Background: an optimization exercise with open tools, aiming at small area, a short achievable clock period and few clock cycles. Do not read the settings as production practice.
Function was checked by simulation only, so behaviour that the tests miss may differ from the original.
Power figures rest on the tool's default switching activity, not on a simulated workload.

===== flow/config.mk =====
export PLATFORM = sky130hd
export DESIGN_NAME = rvf_block_decoder
export DESIGN_NICKNAME = rvf_block_decoder
export VERILOG_FILES = /design/flow/design.v
export SDC_FILE = /design/flow/constraint.sdc
export NUM_CORES = 4
export LEC_CHECK = 0
export ABC_AREA = 1
export CAP_MARGIN = 20
export CORE_MARGIN = 2
export CORE_UTILIZATION = 40
export PLACE_DENSITY = 0.6
export SLEW_MARGIN = 20

===== flow/constraint.sdc =====
create_clock -name core_clock -period 10.0 [get_ports {clk}]
set_input_delay 2.0000 -clock core_clock [delete_from_list [all_inputs] [get_ports {clk}]]
set_output_delay 2.0000 -clock core_clock [all_outputs]
set_load 0.01 [all_outputs]

===== flow/design.v =====
module rvf_pal_map (
    input  wire [2:0]   wsel,     
    input  wire [7:0]   b,
    input  wire [1:0]   sv,
    input  wire [63:0]  pal,
    output reg  [63:0]  lane
);
    integer l, e;
    reg [2:0] idx;
    reg [2:0] i3;
    reg [7:0] oh;
    always @(*) begin
        for (l = 0; l < 8; l = l + 1) begin
            case (l)
                0: i3 = b[7:5];
                1: i3 = b[4:2];
                2: i3 = {sv[1:0], b[7]};
                3: i3 = b[6:4];
                4: i3 = b[3:1];
                5: i3 = {sv[0], b[7:6]};
                6: i3 = b[5:3];
                default: i3 = b[2:0];
            endcase
            idx = ({3{wsel[0]}} & {2'b00, b[7 - l]}) |
                  ({3{wsel[1]}} & {1'b0, b[7 - 2*(l % 4) -: 2]}) |
                  ({3{wsel[2]}} & i3);
            for (e = 0; e < 8; e = e + 1) oh[e] = (idx == e) && (wsel != 3'd0);
            lane[8*l +: 8] = (wsel == 3'd0) ? b : 8'd0;
            for (e = 0; e < 8; e = e + 1)
                lane[8*l +: 8] = lane[8*l +: 8] | ({8{oh[e]}} & pal[8*e +: 8]);
        end
    end
endmodule
module rvf_palette_cache #(
    parameter BYTES = 2,
    parameter SLOTS = 16
) (
    input  wire               clk,
    input  wire               we,         
    input  wire [8*BYTES-1:0] wdata,
    output wire [8*BYTES-1:0] rdata,      
    output wire [8*BYTES-1:0] rdata8      
);
    reg [8*BYTES-1:0] stage [0:SLOTS-1];
    integer i;
    always @(posedge clk) begin
        for (i = 0; i < SLOTS - 1; i = i + 1)
            stage[i] <= stage[i + 1];
        stage[SLOTS - 1] <= we ? wdata : stage[0];
    end
    assign rdata  = stage[0];
    assign rdata8 = stage[SLOTS / 2];
endmodule
module rvf_block_decoder (
    input  wire         clk,
    input  wire         rst,
    input  wire         start,
    input  wire [15:0]  frame_len,     
    input  wire [12:0]  num_blocks,    
    output wire         idle,
    input  wire         in_valid,
    input  wire [7:0]   in_data,
    output wire         in_ready,
    output wire         out_valid,
    input  wire         out_ready,
    output wire [11:0]  out_pos,
    output wire         out_copy,      
    output wire [127:0] out_data,      
    output wire         done,
    output wire [2:0]   st_kind,
    output wire [3:0]   st_cause,
    output wire [15:0]  st_rpos,
    output wire [12:0]  st_bpos
);
    localparam S_IDLE = 3'd0,
               S_HDR  = 3'd1,    
               S_EXT  = 3'd2,    
               S_CHK  = 3'd3,    
               S_PALB = 3'd4,    
               S_SEL  = 3'd5,    
               S_DATA = 3'd6,    
               S_FIN  = 3'd7;    
    reg        f0v, f1v;
    reg [7:0]  f0d, f1d;
    reg        in_ready_r;
    wire       hv = f0v;
    wire [7:0] hb = f0d;
    wire       push = in_valid && in_ready_r;
    reg        pop;
    reg [2:0]  state;
    reg        idle_r, done_r;
    reg [2:0]  kind_r;
    reg [3:0]  cause_r;
    reg [15:0] rpos_r;      
    reg [15:0] rem;         
    reg [15:0] pcnt;        
    reg [12:0] cbp;         
    reg        cbp_z;       
    reg        fresh;       
    reg [12:0] room;        
    reg        m_skip, m_rep, m_solid, m_raw, m_pal, m_cache;
    reg [1:0]  pw;          
    reg        w1, w2, w3;  
    reg        sel_bad;     
    reg [3:0]  lf;
    reg [12:0] cnt;         
    reg        f3_r;        
    reg        ovr_r;       
    reg [16:0] ck_x;        
    reg        rem_z;       
    reg [7:0]  fi;          
    reg [3:0]  bi;          
    reg [1:0]  sv;          
    reg [7:0]  sel;
    reg [63:0] pal;
    reg        c5f;         
    reg        c5o;         
    reg        c5p;         
    reg        addp;        
    reg [3:0]  head2, head4, head8;
    reg        full2, full4, full8;
    reg        pw_v;        
    reg [1:0]  pw_c;        
    reg [3:0]  pw_slot;
    reg [3:0]  ph;          
    reg         ov_r;
    reg [11:0]  opos_r;
    reg         ocopy_r;
    reg [127:0] odata_r;
    reg [11:0]  run_left;
    reg         run_act;
    assign idle      = idle_r;
    assign in_ready  = in_ready_r;
    assign out_valid = ov_r;
    assign out_pos   = opos_r;
    assign out_copy  = ocopy_r;
    assign out_data  = odata_r;
    assign done      = done_r;
    assign st_kind   = kind_r;
    assign st_cause  = cause_r;
    assign st_rpos   = rpos_r;
    assign st_bpos   = cbp;
    wire [3:0] ht      = hb[7:4];
    wire       h_long  = (!ht[3] && ht[0]) || (ht == 4'hF);
    reg  [3:0] h_fix;   
    always @(*) begin
        case (ht)
            4'h4, 4'h5, 4'h6, 4'h7, 4'h9, 4'hB, 4'hD: h_fix = 4'd1;
            4'h8: h_fix = 4'd2;
            4'hA: h_fix = 4'd4;
            4'hC: h_fix = 4'd8;
            default: h_fix = 4'd0;
        endcase
    end
    wire       h_skip  = (ht[3:1] == 3'b000);
    wire       h_rep   = (ht[3:1] == 3'b001);
    wire       h_solid = (ht[3:2] == 2'b01);
    wire       h_raw   = (ht[3:1] == 3'b111);
    wire       h_pal   = ht[3] && !h_raw;
    wire [1:0] h_pw    = (ht[3:1] == 3'b100) ? 2'd1 :
                         (ht[3:1] == 3'b101) ? 2'd2 :
                         (ht[3:1] == 3'b110) ? 2'd3 : 2'd0;
    wire        h_ovr = (room <= {9'd0, hb[3:0]});
    wire [12:0] e_c1  = {1'b0, lf, hb} + 13'd1;
    wire        e_ovr = (room <= {1'b0, lf, hb});
    wire [12:0] ck_m  = ovr_r ? room : cnt;
    reg  [16:0] ck_xn;
    always @(*) begin
        case (pw)
            2'd1:    ck_xn = {11'd0, ck_m[4:0], 1'b0} + (m_cache ? 17'd0 : 17'd1);
            2'd2:    ck_xn = {10'd0, ck_m[4:0], 2'b0} + (m_cache ? 17'd0 : 17'd3);
            2'd3:    ck_xn = {10'd0, ck_m[4:0], 2'b0} + {11'd0, ck_m[4:0], 1'b0} +
                             (m_cache ? 17'd0 : 17'd7);
            default: ck_xn = {ck_m, 4'b0};        
        endcase
    end
    wire ck_gt = ck_x > {1'b0, rem};
    wire [4:0] ccount = w1 ? {full2, head2 & {4{!full2}}} :
                        w2 ? {full4, head4 & {4{!full4}}} :
                                       {full8, head8 & {4{!full8}}};
    wire [3:0] chead = w1 ? head2 : w2 ? head4 : head8;
    wire [15:0] tap2, tap2h;
    wire [31:0] tap4, tap4h;
    wire [63:0] tap8, tap8h;
    wire pw_hit = pw_v && (ph == pw_slot);
    rvf_palette_cache #(.BYTES(2)) u_cache2 (
        .clk(clk), .we(pw_hit && pw_c == 2'd1), .wdata(pal[15:0]), .rdata(tap2), .rdata8(tap2h));
    rvf_palette_cache #(.BYTES(4)) u_cache4 (
        .clk(clk), .we(pw_hit && pw_c == 2'd2), .wdata(pal[31:0]), .rdata(tap4), .rdata8(tap4h));
    rvf_palette_cache #(.BYTES(8)) u_cache8 (
        .clk(clk), .we(pw_hit && pw_c == 2'd3), .wdata(pal[63:0]), .rdata(tap8), .rdata8(tap8h));
    wire [3:0]  selv = (state == S_CHK) ? hb[3:0] : sel[3:0];
    wire        tsel = ph[3] ^ selv[3];   
    wire        tmatch = !pw_v && (ph[2:0] == selv[2:0]);    
    wire [63:0] tap = w1 ? {48'd0, tsel ? tap2h : tap2} :
                      w2 ? {32'd0, tsel ? tap4h : tap4} :
                                     (tsel ? tap8h : tap8);
    wire [63:0] lane;
    rvf_pal_map u_map (.wsel({w3, w2, w1}), .b(hb), .sv(sv),
                       .pal(pal), .lane(lane));
    reg [15:0] dben;
    reg        last_b;
    integer i;
    always @(*) begin
        for (i = 0; i < 16; i = i + 1) begin
            case (pw)
                2'd1: dben[i] = (bi[0] == i[3]);
                2'd2: dben[i] = (bi[1:0] == i[3:2]);
                2'd3: dben[i] = ((bi >= 4'd3) == i[3]) &&
                                ((bi - ((bi >= 4'd3) ? 4'd3 : 4'd0)) ==
                                 ((i[2:0] < 3'd2) ? 4'd0 : (i[2:0] < 3'd5) ? 4'd1 : 4'd2));
                default: dben[i] = (bi == i[3:0]);
            endcase
        end
        case (pw)
            2'd1:    last_b = (bi == 4'd1);
            2'd2:    last_b = (bi == 4'd3);
            2'd3:    last_b = (bi == 4'd5);
            default: last_b = (bi == 4'd15);
        endcase
    end
    wire wmove = !ov_r || out_ready;        
    wire wfree = wmove && !run_act;
    reg  run_go, blk_done;
    reg  [15:0] ben;                        
    reg       fail;
    reg [2:0] fkind;
    reg [3:0] fcause;
    always @(*) begin
        pop = 1'b0; run_go = 1'b0; blk_done = 1'b0; ben = 16'd0;
        fail = 1'b0; fkind = 3'd0; fcause = 4'd0;
        case (state)
            S_HDR: pop = hv && !rem_z;
            S_EXT: begin
                if (rem_z) begin fail = 1'b1; fkind = 3'd1; fcause = 4'd1; end
                else pop = hv;
            end
            S_CHK: begin
                if (m_rep && cbp_z) begin
                    fail = 1'b1; fkind = 3'd2; fcause = 4'd6;
                end else if (f3_r && (m_solid || m_pal)) begin
                    fail = 1'b1; fkind = 3'd1;
                    fcause = m_solid ? 4'd4 : m_cache ? 4'd2 : 4'd3;
                end else if ((m_skip || m_rep || m_solid) && ovr_r) begin
                    fail = 1'b1; fkind = 3'd2; fcause = 4'd8;
                end else if (m_rep) begin
                    run_go = wfree;
                end else if (m_solid) begin
                    run_go = wfree && hv;
                    pop = run_go;
                    ben = {16{run_go}};
                end else if (m_cache) begin
                    pop = hv;
                end else if (m_pal) begin
                    pop = hv && !pw_v;
                end
            end
            S_PALB: pop = hv;
            S_SEL: begin
                if (sel_bad) begin fail = 1'b1; fkind = 3'd2; fcause = 4'd7; end
            end
            S_DATA: begin
                if (c5f && !c5p) begin
                    fail = 1'b1; fkind = c5o ? 3'd2 : 3'd1; fcause = c5o ? 4'd8 : 4'd5;
                end else begin
                    pop = hv && (wfree || (ocopy_r && !last_b));
                    ben = pop ? dben : 16'd0;
                    blk_done = pop && last_b;
                end
            end
            default: ;
        endcase
    end
    wire f1v_next = pop ? (f1v && push) : (f1v || (f0v && push));
    always @(posedge clk) begin
        if (rst) begin
            f0v <= 1'b0; f1v <= 1'b0; in_ready_r <= 1'b0;
        end else if (state == S_IDLE) begin
            f0v <= 1'b0; f1v <= 1'b0; in_ready_r <= start;
        end else begin
            if (pop) begin
                if (f1v) begin
                    f0d <= f1d; f0v <= 1'b1;
                    f1v <= push; f1d <= in_data;
                end else begin
                    f0v <= push; f0d <= in_data;
                end
            end else if (!f0v) begin
                f0v <= push; f0d <= in_data;
            end else if (!f1v) begin
                f1v <= push; f1d <= in_data;
            end
            in_ready_r <= !f1v_next && !(state == S_FIN && !run_act && wmove);
        end
    end
    always @(posedge clk) begin
        if (rst) begin
            ov_r <= 1'b0; run_act <= 1'b0;
        end else if (wmove) begin
            if (run_act) begin
                ov_r <= 1'b1;
                opos_r <= opos_r + 12'd1;
                run_left <= run_left - 12'd1;
                run_act <= (run_left != 12'd1);
            end else if (run_go || blk_done) begin
                ov_r <= 1'b1;
                opos_r <= cbp[11:0];
                ocopy_r <= run_go && m_rep;
                run_left <= cnt[11:0] - 12'd1;
                run_act <= run_go && (cnt != 13'd1);
            end else begin
                ov_r <= 1'b0;
            end
        end
    end
    always @(posedge clk) begin
        for (i = 0; i < 16; i = i + 1)
            if (ben[i]) odata_r[8*i +: 8] <= lane[8*(i % 8) +: 8];
    end
    wire pal_ld0 = (state == S_CHK) && m_pal && !m_cache && hv && !pw_v;
    wire pal_ldb = (state == S_PALB) && hv;
    wire pal_ldt = tmatch && ((state == S_SEL) || ((state == S_CHK) && m_cache && hv));
    always @(posedge clk) begin
        if (pal_ldt)
            pal <= tap;
        else begin
            if (pal_ld0) pal[7:0] <= hb;
            for (i = 1; i < 8; i = i + 1)
                if (pal_ldb && fi[i]) pal[8*i +: 8] <= hb;
        end
    end
    always @(posedge clk) begin
        ph <= ph + 4'd1;
        if (pop) begin
            rem   <= rem - 16'd1;
            rem_z <= (rem == 16'd1);
            pcnt  <= pcnt + 16'd1;
        end
        if (rst) begin
            state <= S_IDLE;
            idle_r <= 1'b1;
            done_r <= 1'b0;
            kind_r <= 3'd0;
            cause_r <= 4'd0;
            rpos_r <= 16'd0;
            cbp <= 13'd0;
            fresh <= 1'b0;
            ph <= 4'd0;
            pw_v <= 1'b0;
            c5p <= 1'b0;
            addp <= 1'b0;
            head2 <= 4'd0; head4 <= 4'd0; head8 <= 4'd0;
            full2 <= 1'b0; full4 <= 1'b0; full8 <= 1'b0;
        end else begin
            done_r <= 1'b0;
            if (pw_hit) pw_v <= 1'b0;
            if (c5p) begin
                c5p <= 1'b0;
                c5f <= ovr_r || ck_gt;
                c5o <= ovr_r && !ck_gt;
            end
            if (fail) begin
                kind_r  <= fkind;
                cause_r <= fcause;
                state   <= S_FIN;
            end else begin
                case (state)
                    S_IDLE: if (start) begin
                        rem   <= frame_len;
                        rem_z <= (frame_len == 16'd0);
                        pcnt  <= 16'd0;
                        room  <= num_blocks;
                        fresh <= 1'b1;
                        idle_r <= 1'b0;
                        pw_v  <= 1'b0;
                        addp  <= 1'b0;
                        head2 <= 4'd0; head4 <= 4'd0; head8 <= 4'd0;
                        full2 <= 1'b0; full4 <= 1'b0; full8 <= 1'b0;
                        state <= S_HDR;
                    end
                    S_HDR: begin
                        if (fresh) begin
                            fresh <= 1'b0;
                            cbp   <= 13'd0;
                            cbp_z <= 1'b1;
                        end
                        if (rem_z) begin
                            kind_r  <= 3'd0;
                            cause_r <= 4'd0;
                            rpos_r  <= pcnt;
                            state   <= S_FIN;
                        end else if (hv) begin
                            m_skip  <= h_skip;
                            m_rep   <= h_rep;
                            m_solid <= h_solid;
                            m_raw   <= h_raw;
                            m_pal   <= h_pal;
                            m_cache <= h_pal && ht[0];
                            pw      <= h_pw;
                            w1      <= (h_pw == 2'd1);
                            w2      <= (h_pw == 2'd2);
                            w3      <= (h_pw == 2'd3);
                            lf      <= hb[3:0];
                            cnt     <= {9'd0, hb[3:0]} + 13'd1;
                            f3_r    <= (rem <= {12'd0, h_fix});
                            ovr_r   <= h_ovr;
                            rpos_r  <= pcnt;
                            state   <= h_long ? S_EXT : S_CHK;
                        end
                    end
                    S_EXT: if (pop) begin
                        cnt   <= e_c1;
                        f3_r  <= (rem <= {15'd0, m_solid});
                        ovr_r <= e_ovr;
                        state <= S_CHK;
                    end
                    S_CHK: begin
                        ck_x <= ck_xn;
                        c5p  <= 1'b1;
                        bi  <= 4'd0;
                        fi  <= 8'd2;
                        if (run_go || m_skip) begin
                            cbp   <= cbp + cnt;
                            cbp_z <= 1'b0;
                            room  <= room - cnt;
                            state <= S_HDR;
                        end else if (m_raw) begin
                            state <= S_DATA;
                        end else if (m_cache) begin
                            if (pop) begin
                                sel     <= hb;
                                sel_bad <= (hb >= {3'd0, ccount});
                                if (tmatch && !(hb >= {3'd0, ccount})) begin
                                    state <= S_DATA;
                                end else begin
                                    state <= S_SEL;
                                end
                            end
                        end else if (m_pal) begin
                            if (pop) begin
                                state <= S_PALB;
                            end
                        end
                    end
                    S_PALB: if (pop) begin
                        fi <= {fi[6:0], 1'b0};
                        if (w1 ? fi[1] : w2 ? fi[3] : fi[7]) begin
                            state <= S_DATA;
                            addp  <= 1'b1;
                        end
                    end
                    S_SEL: if (tmatch) begin
                        state <= S_DATA;
                    end
                    S_DATA: begin
                        if (addp && !c5p) begin
                            addp    <= 1'b0;
                            pw_v    <= 1'b1;
                            pw_c    <= pw;
                            pw_slot <= chead;
                            case (pw)
                                2'd1: begin head2 <= head2 + 4'd1; if (head2 == 4'd15) full2 <= 1'b1; end
                                2'd2: begin head4 <= head4 + 4'd1; if (head4 == 4'd15) full4 <= 1'b1; end
                                default: begin head8 <= head8 + 4'd1; if (head8 == 4'd15) full8 <= 1'b1; end
                            endcase
                        end
                        if (pop) begin
                        sv <= hb[1:0];
                        bi <= last_b ? 4'd0 : bi + 4'd1;
                        if (blk_done) begin
                            cbp   <= cbp + 13'd1;
                            cbp_z <= 1'b0;
                            room  <= room - 13'd1;
                            cnt   <= cnt - 13'd1;
                            if (cnt == 13'd1)
                                state <= S_HDR;
                        end
                        end
                    end
                    S_FIN: if (!run_act && wmove) begin
                        done_r <= 1'b1;
                        idle_r <= 1'b1;
                        state  <= S_IDLE;
                    end
                    default: state <= S_IDLE;
                endcase
            end
        end
    end
endmodule

===== flow/flow/run.sh =====
#!/bin/bash
# The standard layout (standard.sh: ORFS with the standard synthesis),
# with these changes to how the layout is made:
#  - setup repair aims for 6.5 ns of slack on the 10 ns clock;
#  - the port buffers are buf_2 cells;
#  - CTS clusters up to 28 sinks within 60 um and adds no dummy loads.
# make's full output goes to flow_make.log; ORFS keeps each step's log
# under orfs/logs.
set -euo pipefail
bash standard.sh \
  SETUP_SLACK_MARGIN=6.5 \
  "BUFFER_PORTS_ARGS=-buffer_cell sky130_fd_sc_hd__buf_2" \
  "CTS_ARGS=-sink_clustering_enable -repair_clock_nets -sink_clustering_size 28 -sink_clustering_max_diameter 60 -dont_use_dummy_load" \
  finish > flow_make.log 2>&1

===== flow/standard.sh =====
#!/bin/bash
# synth_recipe.tcl (not shown) runs the flow's synth.tcl, then flattens the netlist and writes it again
# the make line also repeats each setting of config.mk as NAME=value (left out here)
make -C /OpenROAD-flow-scripts/flow DESIGN_CONFIG=/design/flow/config.mk WORK_HOME=/design/flow/orfs CLKGATE_MAP_FILE= SYNTH_SCRIPT=/design/flow/synth_recipe.tcl "${@:-finish}"

==> results.txt <==
[logic make-up after synthesis]
kind of cell	synth area share
adder cells (fa/ha/maj)	0.02011
AO/OA/AOI/OAI	0.09656
other	0.00005909
flip-flops	0.7498
AND/OR/NAND/NOR	0.08799
buffers and inverters	0.03608
XOR/XNOR	0.008950
multiplexers	0.0004732
[report_power, final]
part / total (mW) / switching [mW] / internal, mW / leakage, nW
combinational: 2.08 / 1.47 / 0.603 / 8.15
clock: 4.65 / 2.57 / 2.08 / 1.45
sequential: 9.44 / 0.175 / 9.27 / 18.2
total: 16.2 / 4.21 / 12.0 / 27.8
[worst max path at each step]
stage               depth (start not counted)       from  slack, ns          end
floorplan                                   9  out_ready       6.42      room[0]
global placement                            7  out_ready       5.08  odata_r[69]
detailed placement                          7  out_ready       5.09  odata_r[95]
CTS                                        13      bi[3]       6.26  odata_r[95]
global route                               12      pw[0]       6.44   opos_r[11]
finish                                      9         w2       6.53  odata_r[64]
[registers in the layout, indices dropped and copies added, names as in the netlist, 7 cells and up]
name            count
cnt                13
u_cache8.stage   1024
room               13
pal                64
rpos_r             16
u_cache4.stage    512
opos_r             12
f1d                 8
cbp                13
f0d                 8
run_left           12
fi                  7
pcnt               16
rem                16
odata_r           128
u_cache2.stage    256
ck_x               17
[cell usage after synthesis, types with 7 or more instances]
library cell | instances | area share
dfxtp_1 | 1897 | 0.60
nand2_1 | 546 | 0.032
nor2_1 | 442 | 0.026
inv_1 | 372 | 0.022
o21ai_0 | 357 | 0.028
edfxtp_1 | 320 | 0.15
a21oi_1 | 304 | 0.024
nand3_1 | 160 | 0.013
o22ai_1 | 142 | 0.014
ha_1 | 94 | 0.019
clkbuf_1 | 78 | 0.0046
xor2_1 | 49 | 0.0068
nor3_1 | 48 | 0.0038
o31ai_1 | 41 | 0.0048
nand4_1 | 37 | 0.0036
buf_2 | 34 | 0.0027
o21ai_1 | 32 | 0.0025
a221oi_1 | 29 | 0.0040
o2111ai_1 | 26 | 0.0036
nand2_2 | 23 | 0.0023
a31oi_1 | 18 | 0.0018
buf_4 | 18 | 0.0021
o211ai_1 | 18 | 0.0021
clkinv_1 | 17 | 0.0010
nor4_1 | 17 | 0.0017
o22a_1 | 14 | 0.0019
xnor2_1 | 14 | 0.0019
buf_1 | 12 | 0.00071
buf_6 | 12 | 0.0021
inv_2 | 12 | 0.00071
nor2_2 | 9 | 0.00089
nand3_2 | 7 | 0.0011
or2_2 | 7 | 0.00069
[placed cells by master (no fill, tap or decap), types with 14 or more instances in the layout]
cell	count
o21ai_0	348
nor3_1	44
o21ai_1	39
nor2_1	432
dfxtp_1	1897
a21oi_1	298
nor4_1	16
ha_1	92
o22ai_1	142
buf_2	221
nand2_4	14
o211ai_1	18
a31oi_1	17
nand2_1	528
inv_1	366
xnor2_1	14
clkbuf_16	120
xor2_1	49
edfxtp_1	320
nand4_1	37
o2111ai_1	26
a221oi_1	29
nand3_1	158
buf_4	56
o31ai_1	37
o22a_1	14
clkinv_1	14
nand2_2	32
[area by class of cell]
| class | count | area, um^2 |
|---|---|---|
| Fill cell | 14470 | 87470 |
| Timing Repair Buffer | 294 | 1817 |
| Timing Repair inverter | 1 | 7.507 |
| Inverter | 402 | 1540 |
| Clock buffer | 118 | 2953 |
| Multi-Input combinational cell | 2532 | 14040 |
| Antenna cell | 3 | 7.507 |
| Tap cell | 2072 | 2592 |
| Sequential cell | 2217 | 47590 |
[metal layers]
| metal | GRT usage | wire length [um] | up-vias |
|---|---|---|---|
| met1 | 0.2837 | 76130 | 18810 |
| met3 | 0.03672 | 12530 | 424 |
| met5 | 0 | 16 | - |
| li1 | - | - | 18260 |
| met4 | 0.09590 | 8455 | 2 |
| met2 | 0.3053 | 73290 | 1621 |
[worst max-delay path, delay by kind of cell (launching register included)]
kind	cells	cell delay (ns)
AO/OA/AOI/OAI	2	0.59
buffers and inverters	3	0.62
AND/OR/NAND/NOR	4	1.42
flip-flops	1	0.44
[per-stage QoR]
step                      cells  hold slack [ns]    util  area [um^2]  power, mW
after floorplan            5302           0.3096       -        63610      10.86
after global routing       7636           0.2786  0.4464        70540      16.81
final                      7639           0.2800  0.4465        70550      16.17
after CTS                  7619           0.2756  0.4442        70190      16.23
after detailed placement   7480           0.3121  0.4232        66880      11.62
after global placement     7479           0.3096  0.4231        66860      11.59
[repair_timing]
action,4_1_cts,5_1_grt
pin swaps,8,6
hold buffers,0,0
resized for setup,38,47
setup endpoints to repair,479,264
buffers inserted,17,15
gates cloned,4,2
==> out/metrics.cfg <==
[routing]
via_per_inst=5.121
dr.pass1.iters=9
routed_wl_um=170400
drtIter0Drc=3841
wire_per_inst_um=22.31
num_vias=39120
ant_nets=0
drc=0

[cells_and_area]
syn2layout_area_growth_pct=11.16
nNetsFinal=5707
layout-drive-gt1-share=0.1010

[critical_path]
crit_path_end_kind=register
path_class=register to register
reg2reg_slack_ns=6.53
rr_endpoint=odata_r[64]
cp_slowest_stage_delay_ns=0.48
r2r-start=w2
reg2regPathDepth=9
crit_arrival_ns=3.81
cp_max_fo=23
critPathLaunchType=register
crit_chain=clkbuf_16 > nor2_2 > inv_1 > nor2_1 > clkinvlp_4 > nand3_1 > o22ai_1 > a2111oi_1 > nand4_1
required_ns=10.34
cp_slowest_cell=nand4_1

[timing]
setup_violations=0
rsz0062_at_grt=true
tightest_slew_ns=1.106
max_slew_margin=0.2547
final.setup.tns_ns=0
fmax_mhz=288.4
finalCritPeriodShare=0.3468
finClkSkew_ns=0.1172
slew_viol_final=0
hold_viol=0
fin_crit_ns=3.468
worst_slack_ns=6.532

[power_and_ir_drop]
leakagePower_nw=27.80
power_density_nw_per_um2=229.1
ir_drop_mv=0.1438

[die]
coreArea_um2=158000
core.rowCount=146
die_y_um=402.3
die_area_um2=161900
initial_core_util=0.4016
ios=223
die_w_um=402.3

[clocking]
clock_sinks=2217
cts.clk_slew.worst_paths_ns=0.10
numCtsBuffers=118
cts-htree-levels=3
cts-root-buf=clkbuf_16
tritoncts=yes
worst_skew_pair.late_latency_ns=0.78
clockBufferDepth=3

[logic_synthesis]
synth-warning-count=8
async_flop_share=0
ys.flop_type=dfxtp_1
syn_nets=5443
ys_ff_latch=2217
netlist_area_um2=63470
synth_edf_count=320
synthCells=5302
synth.avg_cell_area_um2=11.97
synth_cell_type_count=67
ys_seq_area_frac=0.7498

[place]
place_hpwl_um=113600
portBuffers=221
dpl_worst_slack_ns=5.091
gp_congestion=1.028

[worst_hold_path]
hold_path_end=u_cache8.stage[6][11]
hold_class=register to register
hold_depth=0
hp-start=u_cache8.stage[7][11]

[global_routing]
antenna_found_initial=8
grt_max_degree=67
grt_pass1_vias=36450
overflow=0
grt_pass1_wl_um=243200
grtUsageTotal=0.2031

[status]
status=finished clean

[run]
cap_viol_max_count=0

Testbench counts, summed over its fixed seeds: cycles 99,042.

[re-timing with driven ports]
The results above use ideal ports. As a check the final layout listed here was re-extracted and re-timed, cells and wires unchanged.
Step 1, drivers: a clkbuf_16 drives clk and a buf_2 each remaining input, both assumed.
Step 2 adds t to the input delays and takes it off the output delays; t is the mean of the earliest and latest rising clock arrival at the registers after step 1. Input paths then give back, and output paths get back, about the clock's delay inside the block.
Three values: ideal ports, drivers, drivers and shift; two values: the first two.
shift t [ns]: 0.802
setup slack, ns: 6.532 / 6.513 / 5.836
hold WS [ns]: 0.280 / 0.280 / 0.280
worst slew at a driven data input, ns: 0.05
After both steps this run still meets setup and hold. For this run, drivers alone change the setup slack by -0.019 ns; drivers and shift together by -0.696 ns.
